This is an optimization exercise on Yosys and OpenROAD, whose aim is small area, a short achievable clock period and few clock cycles per item, not a production implementation. At most, simulation tests tie the RTL to the original design; equivalence was not proved. Power figures rest on the tool's default switching activity, not on a simulated workload.

==> flow/design.v <==
module csa20_alu (
    input  wire        clk,
    input  wire        rst,           
    input  wire        in_valid,
    output wire        in_ready,
    input  wire [3:0]  in_ctl,
    input  wire [19:0] in_a,
    input  wire [19:0] in_b,
    output reg         out_valid,
    output reg  [39:0] out_result,
    output reg         cc_ov,
    output reg         cc_uf,
    output reg         cc_dz
);
    localparam [3:0] OP_ADD = 4'd0,  OP_SUB = 4'd1,  OP_MUL = 4'd2,  OP_DIV = 4'd3,
                     OP_AND = 4'd4,  OP_OR  = 4'd5,  OP_NOT = 4'd6,  OP_SLL = 4'd7,
                     OP_SRL = 4'd8,  OP_SRA = 4'd9,  OP_SLA = 4'd10, OP_ROL = 4'd11,
                     OP_ROR = 4'd12;
    reg        ready;        
    reg        pend;         
    reg        mrun;         
    reg        drun;         
    reg        dal;          
    reg        dfix;         
    reg        first;        
    reg [3:0]  cnt;          
    reg [3:0]  octl;         
    reg        f_sub;        
    reg        f_cin;        
    reg        f_as;         
    reg [19:0] oa;           
    reg [19:0] ob;           
    reg        z1_one, z1_two, z1_neg;      
    reg        z2_one, z2_two, z2_neg, z2_low, zc;
    reg        sa, sb;       
    reg        dzero;        
    reg        rred;         
    assign in_ready = ready;
    wire in_mul = (in_ctl == OP_MUL);
    wire in_div = (in_ctl == OP_DIV);
    wire in_sub = (in_ctl == OP_SUB);
    wire in_rot = (in_ctl == OP_ROL) | (in_ctl == OP_ROR);
    wire in_big = (|in_b[19:5]) | (in_b[4] & (in_b[3] | in_b[2]));
    wire [19:0] dx     = in_a ^ {20{in_a[19]}};                  
    wire [19:0] mm     = in_b ^ {20{in_b[19]}};
    wire        m_sml  = (mm[18:3] == 16'd0);                
    wire [2:0]  dskip  = (|mm[18:17]) ? 3'd7 : (|mm[18:15]) ? 3'd6 : (|mm[18:13]) ? 3'd5 :
                         (|mm[18:11]) ? 3'd4 : (|mm[18:9])  ? 3'd3 : (|mm[18:7])  ? 3'd2 :
                         (|mm[18:5])  ? 3'd1 : 3'd0;
    wire [19:0] oa_ld  = in_b ^ {20{in_div & ~in_b[19]}};
    wire [19:0] ob_ld  = in_div ? dx : in_a;
    wire [19:0] hi   = out_result[39:20];
    wire [21:0] oa22 = {{2{oa[19]}}, oa};
    wire        dcin = f_cin;                                    
    wire [18:0] rg = first ? 19'd0 : hi[18:0];
    wire [21:0] w  = {1'b0, rg, ob[19], ob[18]};
    wire [19:0] rx    = {1'b0, hi[18:0]};
    wire        rx0   = (hi[18:0] == 19'd0);
    wire        tm1   = ((rx ^ oa) == 20'hFFFFF);        
    wire        inv_q = sa ^ sb;
    wire        inc_q = sb & (sa ? tm1 : rx0);
    reg  [21:0] ax;
    reg         bx_en, bx_inv, cx;
    always @(*) begin
        if (drun) begin
            ax = w;                                  bx_en = 1'b1; bx_inv = 1'b0; cx = dcin;
        end else if (dfix) begin
            ax = {3'b000, hi[18:0]} ^ {22{sa}};
            bx_en  = sa ^ sb;
            bx_inv = sa & ~sb;
            cx     = 1'b0;
        end else begin
            ax = {{2{ob[19]}}, ob};                  bx_en = 1'b1; bx_inv = f_sub; cx = f_cin;
        end
    end
    wire [21:0] bx = (oa22 & {22{bx_en}}) ^ {22{bx_inv}};
    wire [21:0] sx = ax + bx + {21'd0, cx};
    wire [21:0] sy = w + {oa22[20:0], dcin} + {21'd0, dcin};
    function [2:0] booth(input [2:0] t);                     
        booth = {t[1] ^ t[0], (t[2] & ~t[1] & ~t[0]) | (~t[2] & t[1] & t[0]), t[2]};
    endfunction
    wire [2:0] bn0 = booth(ob[5:3]);
    wire [2:0] bn1 = booth(ob[7:5]);
    wire [2:0] bl0 = booth({in_a[1:0], 1'b0});
    wire [2:0] bl1 = booth(in_a[3:1]);
    wire [21:0] pp0 = (({22{z1_one}} & oa22) | ({22{z1_two}} & {oa22[20:0], 1'b0})) ^ {22{z1_neg}};
    wire [21:0] pp1 = (({22{z2_one}} & oa22) | ({22{z2_two}} & {oa22[20:0], 1'b0})) ^ {22{z2_neg}};
    wire [19:0] acc = first ? 20'd0 : hi;
    wire [23:0] z0 = mrun ? {{4{acc[19]}}, acc} : {2'b00, w};
    wire [23:0] z1 = {{2{pp0[21]}}, pp0};
    wire [23:0] z2 = {pp1, z2_low, z2_low};
    wire        zi = z1_neg;                                
    wire [23:0] zs = z0 ^ z1 ^ z2;
    wire [23:0] zk = {(z0[22:0] & z1[22:0]) | (z0[22:0] & z2[22:0]) | (z1[22:0] & z2[22:0]), zc};
    wire [23:0] sz = zs + zk + {23'd0, zi};
    wire        qh = ~sy[21];
    wire        ql = qh ? ~sz[21] : ~sx[21];
    reg  [18:0] rn;
    always @(*) begin
        case ({qh, ql})
            2'b00:   rn = w[18:0];
            2'b01:   rn = sx[18:0];
            2'b10:   rn = sy[18:0];
            default: rn = sz[18:0];
        endcase
    end
    wire [19:0] q_fix = (ob ^ {20{inv_q}}) + {19'd0, inc_q};
    wire c20    = sx[20] ^ ax[20] ^ bx[20];                
    wire b_nz   = |oa;
    wire add_ov = f_sub ? (c20 & b_nz) : c20;
    wire add_uf = $signed(sx) < -22'sd524287;
    wire [5:0]  nsum  = oa[5:2] + oa[9:6] + oa[13:10] + oa[17:14] + {4'd0, oa[19:18]};
    wire [4:0]  nsum2 = nsum[3:0] + {3'd0, nsum[5:4]};
    reg  [2:0]  bj;
    always @(*) begin
        case (nsum2)
            5'd0, 5'd5, 5'd10, 5'd15: bj = 3'd0;
            5'd1, 5'd6, 5'd11, 5'd16: bj = 3'd1;
            5'd2, 5'd7, 5'd12, 5'd17: bj = 3'd2;
            5'd3, 5'd8, 5'd13, 5'd18: bj = 3'd3;
            default:                  bj = 3'd4;
        endcase
    end
    wire [19:0] oa_red = {15'd0, bj, oa[1:0]};             
    wire        sh_left = (octl == OP_SLL) | (octl == OP_SLA) | (octl == OP_ROL);
    wire        sh_big  = (|oa[19:5]) | (oa[4] & (oa[3] | oa[2]));    
    wire [1:0]  sc      = oa[1:0];
    wire [2:0]  sj      = oa[4:2];                           
    wire [1:0]  rc = dal ? {cnt[0], 1'b0} : sh_left ? sc : (2'd0 - sc);
    reg  [2:0]  rj;
    always @(*) begin
        if (dal)
            rj = {1'b0, cnt[2:1]} + 3'd1;                    
        else if (sh_left)
            rj = sj;
        else if (sc != 2'd0)
            rj = 3'd4 - sj;
        else
            rj = (sj == 3'd0) ? 3'd0 : (3'd5 - sj);
    end
    reg  [19:0] rot1, rot2;
    always @(*) begin
        case (rc)
            2'd0: rot1 = ob;
            2'd1: rot1 = {ob[18:0], ob[19]};
            2'd2: rot1 = {ob[17:0], ob[19:18]};
            default: rot1 = {ob[16:0], ob[19:17]};
        endcase
        case (rj)
            3'd0: rot2 = rot1;
            3'd1: rot2 = {rot1[15:0], rot1[19:16]};
            3'd2: rot2 = {rot1[11:0], rot1[19:12]};
            3'd3: rot2 = {rot1[7:0],  rot1[19:8]};
            default: rot2 = {rot1[3:0], rot1[19:4]};
        endcase
    end
    reg [19:0] mask_l, mask_r;
    reg [19:0] amask;                                         
    integer i;
    always @(*) begin
        for (i = 0; i < 20; i = i + 1) begin
            mask_l[i] = (i[4:0] >= oa[4:0]);
            amask[i]  = ({1'b0, i[4:0]} >= {2'b00, cnt[2:0], 1'b0} + 6'd4);
            mask_r[i] = ({1'b0, i[4:0]} + {1'b0, oa[4:0]} <= 6'd19);
        end
    end
    wire        sh_rot  = (octl == OP_ROL) | (octl == OP_ROR);
    wire        sh_fill = (octl == OP_SRA) & ob[19];
    wire [19:0] mask    = sh_rot ? 20'hFFFFF : (sh_big ? 20'd0 : (sh_left ? mask_l : mask_r));
    wire [19:0] sh_r    = (rot2 & mask) | ({20{sh_fill}} & ~mask);
    reg [19:0] sres;
    always @(*) begin
        case (octl)
            OP_ADD, OP_SUB: sres = sx[19:0];
            OP_DIV:         sres = (dzero | inc_q) ? 20'd0 : sx[19:0];    
            OP_AND:         sres = ob & oa;
            OP_OR:          sres = ob | oa;
            OP_NOT:         sres = ~ob;
            OP_SLL, OP_SLA,
            OP_SRL, OP_SRA,
            OP_ROL, OP_ROR: sres = sh_r;
            default:        sres = 20'd0;
        endcase
    end
    always @(posedge clk) begin
        if (mrun)
            out_result <= {sz[23:4], sz[3:0], ob[19:4]};
        else if (drun)
            out_result <= {1'b0, rn, sz[3:0], ob[19:4]};
        else if (dfix)
            out_result <= {dzero ? 20'd0 : q_fix, sres};
        else if (dal)
            out_result <= {1'b0, rot2[18:0] & ~amask[18:0], sres};
        else
            out_result <= {20'd0, sres};
        if (ready)
            ob <= ob_ld;
        else if (mrun)
            ob <= {sz[3:0], ob[19:4]};
        else if (drun)
            ob <= {ob[17:0], qh, ql};
        else if (dal)
            ob <= rot2 & amask;
    end
    always @(posedge clk) begin
        if (rst) begin
            ready     <= 1'b1;
            pend      <= 1'b0;
            mrun      <= 1'b0;
            drun      <= 1'b0;
            dal       <= 1'b0;
            dfix      <= 1'b0;
            out_valid <= 1'b0;
            cc_ov     <= 1'b0;
            cc_uf     <= 1'b0;
            cc_dz     <= 1'b0;
        end else begin
            out_valid <= 1'b0;
            pend      <= 1'b0;
            dfix      <= 1'b0;
            if (pend & rred) begin
                rred  <= 1'b0;
                pend  <= 1'b1;
                ready <= 1'b1;
                oa    <= oa_red;
            end else if (pend) begin
                out_valid <= 1'b1;
                if (f_as) begin
                    cc_ov <= add_ov;
                    cc_uf <= add_uf;
                end
            end
            if (mrun) begin
                first <= 1'b0;
                cnt   <= cnt + 4'd1;
                {z1_one, z1_two, z1_neg} <= bn0;
                {z2_one, z2_two, z2_neg} <= bn1;
                z2_low <= bn1[0];
                zc     <= bn1[0];
                if (cnt == 4'd3) ready <= 1'b1;
                if (cnt == 4'd4) begin
                    mrun      <= 1'b0;
                    out_valid <= 1'b1;
                    cc_ov     <= 1'b0;
                end
            end
            if (drun) begin
                first <= 1'b0;
                cnt   <= cnt + 4'd1;
                if (cnt == 4'd7) begin
                    ready <= 1'b1;
                    drun  <= 1'b0;
                    dfix  <= 1'b1;
                end
            end
            if (dal) begin
                dal   <= 1'b0;
                drun  <= 1'b1;
                first <= 1'b0;
            end
            if (dfix) begin
                out_valid <= 1'b1;
                cc_dz     <= dzero;
            end
            if (ready) begin
                oa    <= oa_ld;
                octl  <= in_ctl;
                f_sub <= in_sub;
                f_cin <= in_sub | (in_div & ~in_b[19]);
                f_as  <= (in_ctl == OP_ADD) | in_sub;
                sa    <= in_a[19];
                sb    <= in_b[19];
                dzero <= (in_b == 20'd0);
                if (in_mul) begin
                    {z1_one, z1_two, z1_neg} <= bl0;
                    {z2_one, z2_two, z2_neg} <= bl1;
                    z2_low <= bl1[0];
                    zc     <= bl1[0];
                end else begin
                    {z1_one, z1_two, z1_neg} <= 3'b101;
                    {z2_one, z2_two, z2_neg} <= 3'b100;
                    z2_low <= in_div & ~in_b[19];
                    zc     <= 1'b0;
                end
                first <= 1'b1;
                cnt   <= ~in_div ? 4'd0 : m_sml ? 4'd14 : {1'b0, dskip};
                rred  <= in_rot & in_big;
                if (in_valid) begin
                    pend  <= ~in_mul & ~in_div;
                    mrun  <= in_mul;
                    drun  <= in_div & m_sml;
                    dal   <= in_div & ~m_sml;
                    ready <= ~in_mul & ~in_div & ~(in_rot & in_big);
                end
            end
        end
    end
endmodule
export LEC_CHECK = 0
export CAP_MARGIN = 20
export CELL_PAD_IN_SITES_DETAIL_PLACEMENT = 1
export CELL_PAD_IN_SITES_GLOBAL_PLACEMENT = 2
export CORE_MARGIN = 2
export CORE_UTILIZATION = 40
export PLACE_DENSITY = 0.5
export SLEW_MARGIN = 20
export TNS_END_PERCENT = 100
create_clock -name core_clock -period 12.0 [get_ports {clk}]
standard.sh (not shown) runs the stock make flow with config.mk's settings and CLKGATE_MAP_FILE= SYNTH_SCRIPT=/design/flow/synth_recipe.tcl, a recipe that flattens the netlist after the stock synthesis.
==> flow/flow/run.sh <==
#!/bin/bash
# The standard layout (standard synthesis unchanged), with timing repair
# aiming at a setup slack of SETUP_SLACK_MARGIN ns at the design's clock
# period, so that it keeps improving paths that already meet it.
set -euo pipefail
export SETUP_SLACK_MARGIN=7.5
bash standard.sh > standard.log 2>&1
Testbench counts at the start, summed over its fixed seeds: cycles 16,273, ops 8,000.
Next try:
--- a/flow/design.v
+++ b/flow/design.v
@@ -105,13 +105,18 @@
         endcase
     end
     wire [19:0] q_fix = (ob ^ {20{inv_q}}) + {19'd0, inc_q};
     wire c20    = sx[20] ^ ax[20] ^ bx[20];                
     wire b_nz   = |oa;
     wire add_ov = f_sub ? (c20 & b_nz) : c20;
-    wire add_uf = $signed(sx) < -22'sd524287;
+    wire [18:0] ua   = ob[18:0];
+    wire [18:0] ub   = oa[18:0] ^ {19{f_sub}};
+    wire [18:0] up   = ua ^ ub;
+    wire [18:0] ug   = ua | ub;
+    wire        uz   = (up[0] == f_cin) & (up[18:1] == ug[17:0]);
+    wire add_uf = sx[21] & (~sx[19] | uz);
     wire [5:0]  nsum  = oa[5:2] + oa[9:6] + oa[13:10] + oa[17:14] + {4'd0, oa[19:18]};
     wire [4:0]  nsum2 = nsum[3:0] + {3'd0, nsum[5:4]};
     reg  [2:0]  bj;
     always @(*) begin
         case (nsum2)
             5'd0, 5'd5, 5'd10, 5'd15: bj = 3'd0;
The changed run finished with timing, DRC and antenna clean.
Setup slack gains 0.017 ns.
Global-route usage barely changes.
Combinational power decreases by 8.2%.
Final cell count drops by 0.54%.
Count of clock-buffer cells in the layout is unchanged.
Worst hold slack degrades by 0.039 ns.
Routed wire length came out higher by 0.88%.
Total power falls by 5.5%.
Clock power rose by 6.4%.
Die area went up by 2.1%.
Only the layout flow was run in the second run of this note; the RTL was not checked for function there.

[port drivers added, routing unchanged]
In the flow no input, the clock included, has a driving cell. The finished layouts below were timed again as built, in two steps. Step 1 sets driving cells, clkbuf_16 on the clock port and buf_2 on the other inputs (assumed; they add their load-dependent delay and slew). Step 2 also shifts input and output timing later by t, the mid clock arrival at the registers, as if the neighbouring blocks saw the same clock. Slacks: ideal / step 1 / step 2; pairs: ideal / step 1.
run | t (ns) | setup slack, ns | hold WS [ns] | worst register clock-pin slew, ns | pins driven straight from the clock port
the first run | 0.520 | 7.209 / 7.209 / 7.134 | 0.500 / 0.500 / 0.500 | 0.07 / 0.07 | 1
the second run | 0.538 | 7.226 / 7.226 / 7.118 | 0.460 / 0.460 / 0.460 | 0.07 / 0.07 | 1
After both steps every run listed still meets setup and hold. For the second run, which loses most, drivers alone change the setup slack by 0.000 ns; drivers and shift together by -0.108 ns.
